From an optimization exercise on the open Yosys and OpenROAD flow, aimed at small area, a short achievable clock period and few clock cycles; shortcuts taken in it are not production practice. RTL that was checked went through simulation tests only; none was proved equivalent to the original. No activity file was given, so power comes from the tool's default toggle rates.

v6:
// ups_deframer
module ups_deframer (
    input  wire       clk,
    input  wire       rst,
    input  wire       in_valid,
    input  wire [7:0] in_byte,
    output wire       in_ready,
    output wire       out_valid,
    input  wire       out_ready,
    output wire [7:0] out_data,
    output wire       out_len,
    output wire [1:0] dfr_state,
    output wire [7:0] emits,
    output wire [7:0] pos_push,
    output wire [7:0] pos_look,
    output wire [7:0] pos_start
);
Size: about 57 I/O pins, about 33000 sq um of cells after synthesis.
export LEC_CHECK = 0
export ABC_AREA = 1
export CAP_MARGIN = 20
export CORE_MARGIN = 2
export CORE_UTILIZATION = 40
export PLACE_DENSITY = 0.6
export SETUP_SLACK_MARGIN = 5
export SLEW_MARGIN = 20
create_clock -name core_clock -period 10.0 [get_ports {clk}]
run.sh (not shown) runs the stock make flow with config.mk's settings and CLKGATE_MAP_FILE= SYNTH_SCRIPT=/design/flow/synth_recipe.tcl, a recipe that flattens the netlist after the stock synthesis.
Testbench counts of v6, summed over its fixed seeds: cycles 46,795.
diff inputs: v6 => v21
diff --git a/flow/design.v b/flow/design.v
--- a/flow/design.v
+++ b/flow/design.v
@@ -139,16 +139,28 @@
                     em <= 1'b0;
                 end else begin
                     o_len  <= 1'b0;
                     o_data <= rd;
                     raddr  <= raddr + 6'd1;
                     e_left <= e_left - 6'd1;
                 end
             end
+            if (!busy) begin
+                o_len  <= 1'b1;
+                o_data <= {1'b0, size} - 8'd4;
+                e_left <= size[5:0] - 6'd4;
+                raddr  <= s6 + 6'd3;
+                e      <= {4'd0, s6[2:0] + 3'd1} + size - 7'd1;
+                wst    <= W_SCAN1;
+                if (state == ST_HDR) begin
+                    size  <= prev[6:0];
+                    first <= 1'b1;
+                end
+            end
             if (take) begin
                 push     <= push1;
                 emit_cnt <= 8'd0;
                 case (state)
                     ST_SEARCH: begin
                         look <= push1;
                         if (in_magic) begin
                             start <= push;
@@ -157,42 +169,34 @@
                     end
                     ST_HDR: begin
                         if (avail == 7'd2) begin
                             if (hv_now && prev == 8'd3) begin
                                 look  <= push1;
                                 state <= ST_SEARCH;
                             end else if (hv_now) begin
                                 state <= ST_BODY;
-                                size  <= prev[6:0];
-                                first <= 1'b1;
                             end else if (prev_magic) begin
                                 start <= push - 7'd1;
                                 look  <= push;
                             end else if (in_magic) begin
                                 start <= push;
                                 look  <= push1;
                             end else begin
                                 look  <= push1;
                                 state <= ST_SEARCH;
                             end
                         end
                     end
                     default: begin   
                         if (avail == size - 7'd1) begin
-                            o_len    <= 1'b1;
-                            o_data   <= {1'b0, size} - 8'd4;
-                            e_left   <= size[5:0] - 6'd4;
-                            raddr    <= s6 + 6'd3;
-                            em <= (cs_cur == in_byte);
+                            em    <= (cs_cur == in_byte);
                             look  <= start + 7'd1;
-                            e     <= {4'd0, s6[2:0] + 3'd1} + size - 7'd1;
                             state <= ST_SEARCH;
                             eng   <= 1'b1;
-                            wst   <= W_SCAN1;
                         end else begin
                             cs    <= chk_step(cs_cur, in_byte);
                             first <= 1'b0;
                         end
                     end
                 endcase
             end else if (eng) begin
                 case (wst)
[summary]
v21 completed every stage of the flow, and the final layout passed the timing, DRC and antenna checks.
Of the two candidates, v6 has the better cell internal power dissipation and v21 the worse one.
v21 ends up with a number of logic inverters in the finished layout that is about 6% higher than in v6.
Of v21 and v6, it is v21 that has the higher met2 track demand over resource.
| combinational group share of total power | lower: v6 |
What v6 reported for detailed-route via count has to be multiplied by 1.07 to get the figure for v21.
Delta (v21 minus v6): met1 wire length now larger, routed wire length now larger.
Function not checked in v21: the RTL went through the layout flow alone.

========
The RTL this note starts from:
==> flow/design.v <==
module ups_deframer (
    input  wire       clk,
    input  wire       rst,
    input  wire       in_valid,
    input  wire [7:0] in_byte,
    output wire       in_ready,
    output wire       out_valid,
    input  wire       out_ready,
    output wire [7:0] out_data,
    output wire       out_len,
    output wire [1:0] dfr_state,
    output wire [7:0] emits,
    output wire [7:0] pos_push,
    output wire [7:0] pos_look,
    output wire [7:0] pos_start
);
    localparam [7:0] MAGIC = 8'h55;
    localparam [1:0] ST_SEARCH = 2'd0;
    localparam [1:0] ST_HDR    = 2'd1;
    localparam [1:0] ST_BODY   = 2'd2;
    localparam [2:0] W_SCAN1 = 3'd1;   
    localparam [2:0] W_ADDR  = 3'd2;   
    localparam [2:0] W_SIZE  = 3'd3;   
    localparam [2:0] W_SUM   = 3'd4;   
    reg [7:0]  ring [0:63];
    reg [63:0] cand;
    reg [6:0] push;
    reg [6:0] look;
    reg [6:0] start;
    reg [1:0] state;
    reg [5:0] emit_cnt;  
    reg [7:0] prev;      
    reg [6:0] size;      
    reg [7:0] cs;        
    reg       eng;       
    reg [2:0] wst;
    reg       first;     
    reg       em;        
    reg       o_len;
    reg [7:0] o_data;
    reg [5:0] e_left;    
    reg [5:0] raddr;     
    reg [6:0] e;         
    function [7:0] chk_step;
        input [7:0] c;
        input [7:0] b;
        begin
            chk_step = (c ^ b) + 8'd1;
        end
    endfunction
    function [7:0] hcs_of;
        input [7:0] s;
        begin
            hcs_of = chk_step(8'h56, s);
        end
    endfunction
    function [7:0] cs3_of;
        input [7:0] s;
        reg [7:0] h;
        begin
            h = hcs_of(s);
            cs3_of = chk_step(chk_step(chk_step(h, MAGIC), s), h);
        end
    endfunction
    wire busy = eng || em;
    wire take = in_valid && !busy;
    wire in_magic   = (in_byte == MAGIC);
    wire prev_magic = (prev == MAGIC);
    wire prev_szok  = (prev >= 8'd3) && (prev <= 8'd64);
    wire hv_now     = (in_byte == hcs_of(prev)) && prev_szok;
    wire [6:0] push1 = push + 7'd1;
    wire [6:0] avail = push - start;    
    wire [5:0] s6    = start[5:0];
    wire [5:0] tcs6  = s6 + size[5:0] - 6'd1;    
    wire [5:0] p6    = push[5:0];
    wire [2:0]  lo   = look[2:0];
    wire [7:0]  grp  = cand[{look[5:3], 3'd0} +: 8];
    wire        e_ge8 = (e[6:3] != 4'd0);
    reg  [7:0]  vmask, farmask;
    integer i;
    always @(*)
        for (i = 0; i < 8; i = i + 1) begin
            vmask[i]   = (i >= lo) && (e_ge8 || (i < e[2:0]));
            farmask[i] = ({4'd0, i[2:0]} + 7'd2 < e);
        end
    wire [7:0]  v = grp & vmask;
    reg  [2:0]  vb;
    always @(*) begin
        vb = 3'd0;
        for (i = 7; i >= 0; i = i - 1)
            if (v[i]) vb = i[2:0];
    end
    wire       found = |v;
    wire [6:0] fpos  = {look[6:3], vb};
    wire       fnear = !(|(v & farmask));             
    wire       s_end = (e <= 7'd8);                   
    wire       vlast = (vb == 3'd7);
    wire [3:0] gnext = look[6:3] + 4'd1;
    wire [7:0] rd = ring[raddr];
    wire [7:0] cs_cur = first ? cs3_of({1'b0, size}) : cs;
    assign in_ready  = !busy;
    assign out_valid = em;
    assign out_len   = o_len;
    assign out_data  = o_data;
    assign dfr_state = state;
    assign emits     = {2'b00, emit_cnt};
    assign pos_push  = {1'b0, push};
    assign pos_look  = {1'b0, look};
    assign pos_start = (state == ST_SEARCH) ? 8'hFF : {1'b0, start};
    wire [63:0] wdec = 64'd1 << p6;
    wire [63:0] we   = wdec & {64{!busy}};
    integer w;
    always @(posedge clk) begin
        for (w = 0; w < 64; w = w + 1) begin
            if (we[w]) ring[w] <= in_byte;
            if (we[w])
                cand[w] <= in_magic;
            else if (we[(w + 2) & 63] && in_valid && !hv_now)
                cand[w] <= 1'b0;
        end
        if (take)
            prev <= in_byte;
    end
    always @(posedge clk) begin
        if (rst) begin
            push     <= 7'd0;
            look     <= 7'd0;
            start    <= 7'd0;
            state    <= ST_SEARCH;
            emit_cnt <= 6'd0;
            eng      <= 1'b0;
            wst      <= W_SCAN1;
            em       <= 1'b0;
        end else begin
            if (em && out_ready && o_len)
                emit_cnt <= emit_cnt + 6'd1;    
            if (em && out_ready) begin
                if (e_left == 6'd0) begin
                    em <= 1'b0;
                    if (eng && wst == W_ADDR) begin
                        raddr <= s6 + 6'd1;
                        wst   <= W_SIZE;
                    end
                end else begin
                    o_len  <= 1'b0;
                    o_data <= rd;
                    raddr  <= raddr + 6'd1;
                    e_left <= e_left - 6'd1;
                end
            end
            if (!busy) begin
                o_len  <= 1'b1;
                o_data <= {1'b0, size} - 8'd4;
                e_left <= size[5:0] - 6'd4;
                raddr  <= s6 + 6'd3;
                e      <= {4'd0, s6[2:0] + 3'd1} + size - 7'd1;
                wst    <= W_SCAN1;
                if (state == ST_HDR) begin
                    size  <= prev[6:0];
                    first <= 1'b1;
                end
            end
            if (take) begin
                push     <= push1;
                emit_cnt <= 6'd0;
                case (state)
                    ST_SEARCH: begin
                        look <= push1;
                        if (in_magic) begin
                            start <= push;
                            state <= ST_HDR;
                        end
                    end
                    ST_HDR: begin
                        if (avail == 7'd2) begin
                            if (hv_now && prev == 8'd3) begin
                                look  <= push1;
                                state <= ST_SEARCH;
                            end else if (hv_now) begin
                                state <= ST_BODY;
                            end else if (prev_magic) begin
                                start <= push - 7'd1;
                                look  <= push;
                            end else if (in_magic) begin
                                start <= push;
                                look  <= push1;
                            end else begin
                                look  <= push1;
                                state <= ST_SEARCH;
                            end
                        end
                    end
                    default: begin   
                        if (avail == size - 7'd1) begin
                            em    <= (cs_cur == in_byte);
                            look  <= start + 7'd1;
                            state <= ST_SEARCH;
                            eng   <= 1'b1;
                        end else begin
                            cs    <= chk_step(cs_cur, in_byte);
                            first <= 1'b0;
                        end
                    end
                endcase
            end else if (eng) begin
                case (wst)
                    W_SCAN1: begin
                        if (!found) begin
                            if (s_end) begin
                                look <= push;
                                eng  <= 1'b0;
                            end else begin
                                look <= {gnext, 3'd0};
                                e    <= e - 7'd8;
                            end
                        end else begin
                            start <= fpos;
                            look  <= vlast ? {gnext, 3'd0} : {look[6:3], vb + 3'd1};
                            if (vlast)
                                e <= e - 7'd8;
                            if (fnear) begin
                                state <= ST_HDR;
                                eng   <= 1'b0;
                            end else begin
                                state <= ST_BODY;
                                if (em) begin
                                    wst   <= W_ADDR;
                                end else begin
                                    raddr <= vlast ? {gnext[2:0], 3'd0} : {look[5:3], vb + 3'd1};
                                    wst   <= W_SIZE;
                                end
                            end
                        end
                    end
                    W_ADDR: begin
                        if (!em) begin
                            raddr <= s6 + 6'd1;
                            wst   <= W_SIZE;
                        end
                    end
                    W_SIZE: begin
                        size  <= rd[6:0];
                        first <= 1'b1;
                        raddr <= s6 + 6'd3;
                        if (rd == 8'd3) begin
                            state <= ST_SEARCH;
                            wst   <= W_SCAN1;
                        end else begin
                            wst   <= W_SUM;
                        end
                    end
                    default: begin   
                        if (raddr == p6) begin
                            eng <= 1'b0;
                            wst <= W_SCAN1;
                        end else if (raddr == tcs6) begin
                            o_len    <= 1'b1;
                            o_data   <= {1'b0, size} - 8'd4;
                            e_left   <= size[5:0] - 6'd4;
                            raddr    <= s6 + 6'd3;
                            em <= (cs_cur == rd);
                            state <= ST_SEARCH;
                            wst   <= W_SCAN1;
                        end else begin
                            cs    <= chk_step(cs_cur, rd);
                            first <= 1'b0;
                            raddr <= raddr + 6'd1;
                        end
                    end
                endcase
            end
        end
    end
endmodule
==> flow/config.mk <==
export PLATFORM = sky130hd
export DESIGN_NAME = ups_deframer
export DESIGN_NICKNAME = ups_deframer
export VERILOG_FILES = /design/flow/design.v
export SDC_FILE = /design/flow/constraint.sdc
export NUM_CORES = 4
export LEC_CHECK = 0
export ABC_AREA = 1
export CAP_MARGIN = 20
export CORE_MARGIN = 2
export CORE_UTILIZATION = 40
export PLACE_DENSITY = 0.6
export SETUP_SLACK_MARGIN = 5
export SLEW_MARGIN = 20
==> flow/constraint.sdc <==
create_clock -name core_clock -period 10.0 [get_ports {clk}]
set_input_delay 2.0000 -clock core_clock [delete_from_list [all_inputs] [get_ports {clk}]]
set_output_delay 2.0000 -clock core_clock [all_outputs]
set_load 0.01 [all_outputs]
standard.sh (not shown) runs the stock make flow with config.mk's settings and CLKGATE_MAP_FILE= SYNTH_SCRIPT=/design/flow/synth_recipe.tcl, a recipe that flattens the netlist after the stock synthesis.
==> flow/flow/run.sh <==
#!/bin/bash
set -euo pipefail
MARGIN=${MARGIN:-6.5}
bash standard.sh SETUP_SLACK_MARGIN=$MARGIN finish > standard_flow.log 2>&1
==> next run, changes <==
--- a/flow/design.v
+++ b/flow/design.v
@@ -28,12 +28,13 @@
     reg [6:0] look;
     reg [6:0] start;
     reg [1:0] state;
-    reg [5:0] emit_cnt;  
+    reg [7:0] emit_cnt;
     reg [7:0] prev;      
     reg [6:0] size;      
     reg [7:0] cs;        
     reg       eng;       
     reg [2:0] wst;
+    reg [5:0] k;         
     reg       first;     
     reg       em;        
     reg       o_len;
@@ -71,7 +72,6 @@
     wire [6:0] push1 = push + 7'd1;
     wire [6:0] avail = push - start;    
     wire [5:0] s6    = start[5:0];
-    wire [5:0] tcs6  = s6 + size[5:0] - 6'd1;    
     wire [5:0] p6    = push[5:0];
     wire [2:0]  lo   = look[2:0];
     wire [7:0]  grp  = cand[{look[5:3], 3'd0} +: 8];
@@ -103,7 +103,7 @@
     assign out_len   = o_len;
     assign out_data  = o_data;
     assign dfr_state = state;
-    assign emits     = {2'b00, emit_cnt};
+    assign emits     = emit_cnt;
     assign pos_push  = {1'b0, push};
     assign pos_look  = {1'b0, look};
     assign pos_start = (state == ST_SEARCH) ? 8'hFF : {1'b0, start};
@@ -127,20 +127,16 @@
             look     <= 7'd0;
             start    <= 7'd0;
             state    <= ST_SEARCH;
-            emit_cnt <= 6'd0;
+            emit_cnt <= 8'd0;
             eng      <= 1'b0;
             wst      <= W_SCAN1;
             em       <= 1'b0;
         end else begin
             if (em && out_ready && o_len)
-                emit_cnt <= emit_cnt + 6'd1;    
+                emit_cnt <= emit_cnt + 8'd1;    
             if (em && out_ready) begin
                 if (e_left == 6'd0) begin
                     em <= 1'b0;
-                    if (eng && wst == W_ADDR) begin
-                        raddr <= s6 + 6'd1;
-                        wst   <= W_SIZE;
-                    end
                 end else begin
                     o_len  <= 1'b0;
                     o_data <= rd;
@@ -148,21 +144,9 @@
                     e_left <= e_left - 6'd1;
                 end
             end
-            if (!busy) begin
-                o_len  <= 1'b1;
-                o_data <= {1'b0, size} - 8'd4;
-                e_left <= size[5:0] - 6'd4;
-                raddr  <= s6 + 6'd3;
-                e      <= {4'd0, s6[2:0] + 3'd1} + size - 7'd1;
-                wst    <= W_SCAN1;
-                if (state == ST_HDR) begin
-                    size  <= prev[6:0];
-                    first <= 1'b1;
-                end
-            end
             if (take) begin
                 push     <= push1;
-                emit_cnt <= 6'd0;
+                emit_cnt <= 8'd0;
                 case (state)
                     ST_SEARCH: begin
                         look <= push1;
@@ -178,6 +162,8 @@
                                 state <= ST_SEARCH;
                             end else if (hv_now) begin
                                 state <= ST_BODY;
+                                size  <= prev[6:0];
+                                first <= 1'b1;
                             end else if (prev_magic) begin
                                 start <= push - 7'd1;
                                 look  <= push;
@@ -192,10 +178,16 @@
                     end
                     default: begin   
                         if (avail == size - 7'd1) begin
-                            em    <= (cs_cur == in_byte);
+                            o_len    <= 1'b1;
+                            o_data   <= {1'b0, size} - 8'd4;
+                            e_left   <= size[5:0] - 6'd4;
+                            raddr    <= s6 + 6'd3;
+                            em <= (cs_cur == in_byte);
                             look  <= start + 7'd1;
+                            e     <= {4'd0, s6[2:0] + 3'd1} + size - 7'd1;
                             state <= ST_SEARCH;
                             eng   <= 1'b1;
+                            wst   <= W_SCAN1;
                         end else begin
                             cs    <= chk_step(cs_cur, in_byte);
                             first <= 1'b0;
@@ -241,6 +233,7 @@
                     W_SIZE: begin
                         size  <= rd[6:0];
                         first <= 1'b1;
+                        k     <= 6'd3;
                         raddr <= s6 + 6'd3;
                         if (rd == 8'd3) begin
                             state <= ST_SEARCH;
@@ -250,10 +243,10 @@
                         end
                     end
                     default: begin   
-                        if (raddr == p6) begin
+                        if ({1'b0, k} == avail) begin
                             eng <= 1'b0;
                             wst <= W_SCAN1;
-                        end else if (raddr == tcs6) begin
+                        end else if ({1'b0, k} == size - 7'd1) begin
                             o_len    <= 1'b1;
                             o_data   <= {1'b0, size} - 8'd4;
                             e_left   <= size[5:0] - 6'd4;
@@ -264,6 +257,7 @@
                         end else begin
                             cs    <= chk_step(cs_cur, rd);
                             first <= 1'b0;
+                            k     <= k + 6'd1;
                             raddr <= raddr + 6'd1;
                         end
                     end
Effect:
- The new run produced a clean layout
- wire length is lower by 2.2%
- die area is higher by 1.0%
- critical path depth is higher by 15
- cell area is lower by 1.0%
- via count is lower by 0.40%
- sequential power is lower by about 1%
- global-route usage is lower by 1.2 points
- utilization is lower by 1.2 points
- worst setup slack improves by 0.17 ns
- first-iteration DRC count is lower by 5.6%
Testbench counts after the change, summed over its fixed seeds: cycles 46,795.
No functional check of the RTL was part of the first run of this note.

static timing again, ports no longer ideal:
How much do the figures lean on ideal ports? The routed layouts below were timed once more, with nothing changed but the port constraints.
Step 1 assumes that a clkbuf_16 drives the clock port and a buf_2 every other input.
Step 2, shift: input delay + t, output delay - t, t = (earliest + latest rising clock arrival at the registers) / 2. This alone moves slack from input paths to output paths.
Three values: no drivers, after step 1, after step 2; two values: the first two.
run	shift t [ns]	slack for setup (ns)	worst setup path after step 2
v6	0.680	5.280 / 5.302 / 4.646	input to register
v21	0.699	5.280 / 5.280 / 4.751	input to register
the first run of note 2	0.689	6.309 / 6.246 / 5.883	input to register
the second run of note 2	0.678	6.476 / 6.459 / 5.821	input to register
After both steps every run listed still meets setup and hold. The setup slack of the second run of note 2, which loses most, moves by -0.017 ns with the drivers and by -0.655 ns with both steps.
